Background: an optimization exercise with open tools, aiming at small area. Do not read the settings as production practice.
Power and IR drop assume default switching activity. No driver is modelled on the clock port, so clocking that relies on it looks cheaper here than on a real chip.

== north ==
==> flow/design.v <==
module ld19_frame_core (
    input  wire         clk,
    input  wire         rst,         
    input  wire         in_valid,
    input  wire         in_eos,
    input  wire [7:0]   in_data,
    output wire         in_ready,
    input  wire         resume,      
    output reg          ev_valid,
    output wire [2:0]   ev_kind,
    output wire [604:0] ev_payload
);
    function [7:0] crc_step(input [7:0] acc, input [7:0] b);
        reg [7:0] c;
        integer j;
        begin
            c = acc ^ b;
            for (j = 0; j < 8; j = j + 1)
                c = c[7] ? ((c << 1) ^ 8'h4D) : (c << 1);
            crc_step = c;
        end
    endfunction
    reg [1:0] ph4;         
    reg [1:0] ph3;         
    reg       mode;        
    reg [5:0] bcnt;        
    reg [1:0] n3;          
    reg       ended;
    reg       fpend;       
    reg       rok;         
    reg       inv_pend;    
    reg       nk_v;        
    reg       nk2, nk0;    
    reg [7:0] crc;
    wire p0  = (ph4 == 2'd0) && (ph3 == 2'd0);
    wire p5  = (ph4 == 2'd1) && (ph3 == 2'd2);
    wire p11 = (ph4 == 2'd3) && (ph3 == 2'd2);
    wire match = (ph4 == bcnt[1:0]) && (ph3 == n3);
    assign in_ready = !ended && !inv_pend && (mode ? match : (!fpend && p0));
    wire take      = in_valid && in_ready && !rst;
    wire take_byte = take && mode && !in_eos;
    wire keep      = mode | fpend;
    assign ev_kind = {~ph4[1] & nk2, ph4[1], ph4[0] | (~ph4[1] & nk0)};
    reg [95:0]  ra, rb, rc;    
    reg [47:0]  rd;            
    reg [31:0]  re;            
    reg [227:0] rg;            
    wire ld_a = (take && !mode) || (take_byte && bcnt <= 6'd12) || (inv_pend && p0);
    wire ld_b = take_byte && bcnt >= 6'd13 && bcnt <= 6'd24;
    wire ld_c = take_byte && bcnt >= 6'd25 && bcnt <= 6'd36;
    wire ld_d = take_byte && bcnt >= 6'd37 && bcnt <= 6'd42;
    wire ld_e = take_byte && bcnt >= 6'd43 && bcnt <= 6'd46;
    wire [7:0] da = inv_pend ? {2'b00, bcnt} : (in_eos ? 8'd0 : in_data);
    wire [7:0] dx_a = da & {8{ld_a}};
    wire [7:0] dx   = in_data & {8{mode}};
    wire [15:0] t_start = {ra[8*11 +: 8], ra[8*0 +: 8]};
    wire [15:0] t_end   = {re[8*1 +: 8], rd[8*4 +: 8]};
    genvar gi;
    wire [15:0] nst = ~t_start;
    wire [16:0] dc;
    wire [15:0] ds;
    assign dc[0] = 1'b1;
    generate
        for (gi = 0; gi < 16; gi = gi + 1) begin : g_diff
            ld19_fa u (.a(t_end[gi]), .b(nst[gi]), .c(dc[gi]), .s(ds[gi]), .co(dc[gi+1]));
        end
    endgenerate
    wire [16:0] diff = {~dc[16], ds};
    wire [17:0] b3;                   
    wire [16:0] b3c;
    assign b3[0]  = t_start[0];
    assign b3c[1] = 1'b0;
    generate
        for (gi = 1; gi < 16; gi = gi + 1) begin : g_b3
            ld19_fa u (.a(t_start[gi]), .b(t_start[gi-1]), .c(b3c[gi]), .s(b3[gi]), .co(b3c[gi+1]));
        end
    endgenerate
    assign b3[16] = t_start[15] ^ b3c[16];
    assign b3[17] = t_start[15] & b3c[16];
    wire [19:0] base;
    wire [19:0] bc;
    assign base[2:0] = b3[2:0];
    assign bc[3] = 1'b0;
    generate
        for (gi = 3; gi < 19; gi = gi + 1) begin : g_b11
            ld19_fa u (.a(b3[gi]), .b(t_start[gi-3]), .c(bc[gi]), .s(base[gi]), .co(bc[gi+1]));
        end
    endgenerate
    assign base[19] = bc[19];
    reg  [16:0] dreg;
    reg  [20:0] acc;
    wire        neg  = dreg[16];
    wire [17:0] k36  = 18'd36000 & {18{neg}};
    wire [17:0] dx18 = {dreg[16], dreg};
    wire [17:0] span;
    wire [18:0] sc;
    assign sc[0] = 1'b0;
    generate
        for (gi = 0; gi < 18; gi = gi + 1) begin : g_span
            ld19_fa u (.a(dx18[gi]), .b(k36[gi]), .c(sc[gi]), .s(span[gi]), .co(sc[gi+1]));
        end
    endgenerate
    wire [20:0] sp21 = {{3{span[17]}}, span};
    wire [20:0] asum;
    wire [21:0] ac;
    assign ac[0] = 1'b0;
    generate
        for (gi = 0; gi < 21; gi = gi + 1) begin : g_acc
            ld19_fa u (.a(acc[gi]), .b(sp21[gi]), .c(ac[gi]), .s(asum[gi]), .co(ac[gi+1]));
        end
    endgenerate
    wire [15:0] hi  = acc[20:5];
    wire        ge1 = acc >= 21'd396000;
    wire        ge2 = acc >= 21'd792000;
    wire [15:0] kn  = ~(ge2 ? 16'd24750 : ge1 ? 16'd12375 : 16'd0);
    wire [15:0] ahi;
    wire [16:0] rcy;
    assign rcy[0] = 1'b1;
    generate
        for (gi = 0; gi < 16; gi = gi + 1) begin : g_red
            ld19_fa u (.a(hi[gi]), .b(kn[gi]), .c(rcy[gi]), .s(ahi[gi]), .co(rcy[gi+1]));
        end
    endgenerate
    wire [18:0] ang = {ahi[13:0], acc[4:0]};
    always @(posedge clk) begin
        if (p5) begin
            dreg <= diff;
            acc  <= {1'b0, base};
        end else begin
            acc  <= asum;
        end
    end
    always @(posedge clk) begin
        ra <= {ra[87:0],  (ld_a | ~keep) ? dx_a : ra[95:88]};
        rb <= {rb[87:0],  (ld_b | ~keep) ? dx   : rb[95:88]};
        rc <= {rc[87:0],  (ld_c | ~keep) ? dx   : rc[95:88]};
        rd <= {rd[39:0],  (ld_d | ~keep) ? dx   : rd[47:40]};
        re <= {re[23:0],  (ld_e | ~keep) ? dx   : re[31:24]};
        rg <= {rg[208:0], ang & {19{keep}}};
    end
    always @(posedge clk) begin
        if (rst) begin
            ph4      <= 2'd0;
            ph3      <= 2'd0;
            mode     <= 1'b0;
            ended    <= 1'b0;
            fpend    <= 1'b0;
            inv_pend <= 1'b0;
            nk_v     <= 1'b0;
            ev_valid <= 1'b0;
        end else begin
            ph4 <= ph4 + 2'd1;
            ph3 <= (ph3 == 2'd2) ? 2'd0 : ph3 + 2'd1;
            ev_valid <= (p5 && fpend && rok) || (p11 && nk_v) ||
                        (p0 && ev_valid && nk2 && !nk0);
            if (p5) begin
                rok <= fpend;
                if (fpend && rok)
                    fpend <= 1'b0;
            end
            if (p11)
                nk_v <= 1'b0;
            if (inv_pend && p0) begin
                inv_pend <= 1'b0;
                nk_v     <= 1'b1;
                nk2      <= 1'b1;
                nk0      <= 1'b0;
            end
            if (take) begin
                if (!mode) begin
                    if (in_eos) begin
                        ended <= 1'b1;
                        nk_v  <= 1'b1;
                        nk2   <= 1'b1;
                        nk0   <= 1'b1;
                    end else if (in_data == 8'h54) begin
                        mode <= 1'b1;
                        bcnt <= 6'd1;
                        n3   <= 2'd1;
                        crc  <= 8'hEE;
                    end else begin
                        nk_v <= 1'b1;
                        nk2  <= 1'b0;
                        nk0  <= 1'b1;
                    end
                end else if (in_eos) begin
                    ended    <= 1'b1;
                    mode     <= 1'b0;
                    inv_pend <= 1'b1;
                end else begin
                    if (bcnt <= 6'd46)
                        crc <= crc_step(crc, in_data);
                    if (bcnt == 6'd48) begin
                        mode  <= 1'b0;
                        fpend <= 1'b1;
                    end else begin
                        bcnt <= bcnt + 6'd1;
                        n3   <= (n3 == 2'd2) ? 2'd0 : n3 + 2'd1;
                    end
                end
            end else if (resume) begin
                ended <= 1'b0;
            end
        end
    end
    function integer stg(input integer n, input integer len);
        integer t;
        begin
            t = (5 - n) % len;
            if (t < 0) t = t + len;
            stg = t;
        end
    endfunction
    wire [7:0] fb [1:46];
    genvar gn;
    generate
        for (gn = 1; gn <= 46; gn = gn + 1) begin : g_fb
            if (gn <= 12)      assign fb[gn] = ra[8*stg(gn, 12) +: 8];
            else if (gn <= 24) assign fb[gn] = rb[8*stg(gn, 12) +: 8];
            else if (gn <= 36) assign fb[gn] = rc[8*stg(gn, 12) +: 8];
            else if (gn <= 42) assign fb[gn] = rd[8*stg(gn, 6) +: 8];
            else               assign fb[gn] = re[8*stg(gn, 4) +: 8];
        end
    endgenerate
    wire k1 = ev_kind[1];
    genvar gk;
    generate
        for (gk = 0; gk < 12; gk = gk + 1) begin : g_pt
            assign ev_payload[43*gk +: 16]      = {fb[7 + 3*gk], fb[6 + 3*gk]};
            assign ev_payload[43*gk + 16 +: 8]  = fb[8 + 3*gk];
            assign ev_payload[43*gk + 24 +: 19] = rg[19*(11 - gk) +: 19];
        end
    endgenerate
    assign ev_payload[523:516] = {1'b0, k1, 1'b0, k1, 1'b0, k1, 2'b00};
    assign ev_payload[531:524] = fb[1];
    assign ev_payload[547:532] = {fb[3], fb[2]};
    assign ev_payload[563:548] = {fb[5], fb[4]};
    assign ev_payload[579:564] = {fb[43], fb[42]};
    assign ev_payload[595:580] = {fb[45], fb[44]};
    assign ev_payload[603:596] = fb[46];
    assign ev_payload[604]     = k1 && (crc == 8'd0);
endmodule
module ld19_fa (
    input  wire a,
    input  wire b,
    input  wire c,
    output wire s,
    output wire co
);
    assign s  = a ^ b ^ c;
    assign co = (a & b) | (c & (a ^ b));
endmodule
Settings: LEC_CHECK=0, CAP_MARGIN=20, CORE_MARGIN=2, CORE_UTILIZATION=60, CTS_CLUSTER_DIAMETER=80, CTS_CLUSTER_SIZE=30, SLEW_MARGIN=20; clock period 12.0 ns.
standard.sh (not shown) runs the stock make flow with config.mk's settings and CLKGATE_MAP_FILE= SYNTH_SCRIPT=/design/flow/synth_recipe.tcl, a recipe that flattens the netlist after the stock synthesis.
==> flow/flow/run.sh <==
#!/bin/bash
# Layout flow: the standard ORFS flow, with every input and output port
# buffered by the smallest buffer (buf_1) instead of the default port buffer,
# and clock tree synthesis without dummy loads.
# Each tool's full output stays in the ORFS logs under orfs/logs; make's own
# output goes to flow_make.log in this folder.
set -euo pipefail
export BUFFER_PORTS_ARGS="-buffer_cell sky130_fd_sc_hd__buf_1"
export CTS_ARGS="-sink_clustering_enable -repair_clock_nets -sink_clustering_size 30 -sink_clustering_max_diameter 80 -dont_use_dummy_load"
bash standard.sh > flow_make.log 2>&1
Input changes introduced in south (baseline for comparison: north):
--- a/flow/design.v
+++ b/flow/design.v
@@ -29,4 +29,5 @@
     reg       fpend;       
     reg       rok;         
+    reg       fresh;       
     reg       inv_pend;    
     reg       nk_v;        
@@ -37,5 +38,5 @@
     wire p11 = (ph4 == 2'd3) && (ph3 == 2'd2);
     wire match = (ph4 == bcnt[1:0]) && (ph3 == n3);
-    assign in_ready = !ended && !inv_pend && (mode ? match : (!fpend && p0));
+    assign in_ready = !ended && !inv_pend && (mode ? match : (!fpend && !fresh && p0));
     wire take      = in_valid && in_ready && !rst;
     wire take_byte = take && mode && !in_eos;
@@ -46,5 +47,6 @@
     reg [31:0]  re;            
     reg [227:0] rg;            
-    wire ld_a = (take && !mode) || (take_byte && bcnt <= 6'd12) || (inv_pend && p0);
+    wire is_hdr = !in_eos && in_data == 8'h54;
+    wire ld_a = (take && !mode && !is_hdr) || (take_byte && bcnt <= 6'd12) || (inv_pend && p0);
     wire ld_b = take_byte && bcnt >= 6'd13 && bcnt <= 6'd24;
     wire ld_c = take_byte && bcnt >= 6'd25 && bcnt <= 6'd36;
@@ -52,6 +54,4 @@
     wire ld_e = take_byte && bcnt >= 6'd43 && bcnt <= 6'd46;
     wire [7:0] da = inv_pend ? {2'b00, bcnt} : (in_eos ? 8'd0 : in_data);
-    wire [7:0] dx_a = da & {8{ld_a}};
-    wire [7:0] dx   = in_data & {8{mode}};
     wire [15:0] t_start = {ra[8*11 +: 8], ra[8*0 +: 8]};
     wire [15:0] t_end   = {re[8*1 +: 8], rd[8*4 +: 8]};
@@ -132,9 +132,9 @@
     end
     always @(posedge clk) begin
-        ra <= {ra[87:0],  (ld_a | ~keep) ? dx_a : ra[95:88]};
-        rb <= {rb[87:0],  (ld_b | ~keep) ? dx   : rb[95:88]};
-        rc <= {rc[87:0],  (ld_c | ~keep) ? dx   : rc[95:88]};
-        rd <= {rd[39:0],  (ld_d | ~keep) ? dx   : rd[47:40]};
-        re <= {re[23:0],  (ld_e | ~keep) ? dx   : re[31:24]};
+        ra <= {ra[87:0],  ({8{ld_a}} & da)      | ({8{keep}} & ra[95:88])};
+        rb <= {rb[87:0],  ({8{ld_b}} & in_data) | ({8{keep}} & rb[95:88])};
+        rc <= {rc[87:0],  ({8{ld_c}} & in_data) | ({8{keep}} & rc[95:88])};
+        rd <= {rd[39:0],  ({8{ld_d}} & in_data) | ({8{keep}} & rd[47:40])};
+        re <= {re[23:0],  ({8{ld_e}} & in_data) | ({8{keep}} & re[31:24])};
         rg <= {rg[208:0], ang & {19{keep}}};
     end
@@ -143,4 +143,5 @@
             ph4      <= 2'd0;
             ph3      <= 2'd0;
+            fresh    <= 1'b1;
             mode     <= 1'b0;
             ended    <= 1'b0;
@@ -156,9 +157,13 @@
             if (p5) begin
                 rok <= fpend;
-                if (fpend && rok)
+                if (fpend && rok) begin
                     fpend <= 1'b0;
+                    fresh <= 1'b1;
+                end
             end
             if (p11)
                 nk_v <= 1'b0;
+            if (p0)
+                fresh <= 1'b0;
             if (inv_pend && p0) begin
                 inv_pend <= 1'b0;
@@ -174,5 +179,5 @@
                         nk2   <= 1'b1;
                         nk0   <= 1'b1;
-                    end else if (in_data == 8'h54) begin
+                    end else if (is_hdr) begin
                         mode <= 1'b1;
                         bcnt <= 6'd1;
==> comparison <==
Having completed the whole flow, south delivered a layout that passed the timing, DRC and antenna checks. south has post-route cell area below what north had. Cmp north and south / number of standard cells in the final layout excluding fillers / higher: north. Delta (south minus north): post-layout worst setup margin decreased by 0.018 ns relative to the old numbers; synthesized area per cell now sits at about the same level; clock skew shows a reduction of 0.013 ns; share of power burned in the clock network rose by 0.2 points; via count decreased about 0.7%. In the flow results for north and south, the part of the total power dissipated in sequential elements is smaller on north. Relative to north, the count of non-CTS inverters in the layout measured on south has decreased by a few percent. Relative to north, south degrades overall routed net length. Against north, south comes in 0.34 points lower on initial core utilization. Taking north as the reference point, the area overhead of the layout relative to synthesis of south rises by 0.36 points. Between south and north, the sequential cell area does not differ in any meaningful way.
No functional check of the RTL was part of any run of this note.

## static timing again, ports no longer ideal
Ports are ideal in the flow. The routed layouts listed here were re-timed in OpenROAD. Step 1 sets driving cells, clkbuf_16 on the clock port and buf_2 on the other inputs (assumed; they add their load-dependent delay and slew). Step 2, shift: input delay + t, output delay - t, t = (earliest + latest rising clock arrival at the registers) / 2. This alone moves slack from input paths to output paths. Slacks: no drivers / after step 1 / after step 2; pairs: no drivers / after step 1.
run	shift t [ns]	setup slack, ns	worst setup path after step 2	latest minus earliest clock arrival (ns)	worst slew at a driven data input, ns
north	0.604	4.571 / 4.571 / 4.571	register to register	0.043 / 0.042	0.06
south	0.615	4.553 / 4.553 / 4.553	register to register	0.033 / 0.033	0.09
After both steps every run listed still meets setup and hold.
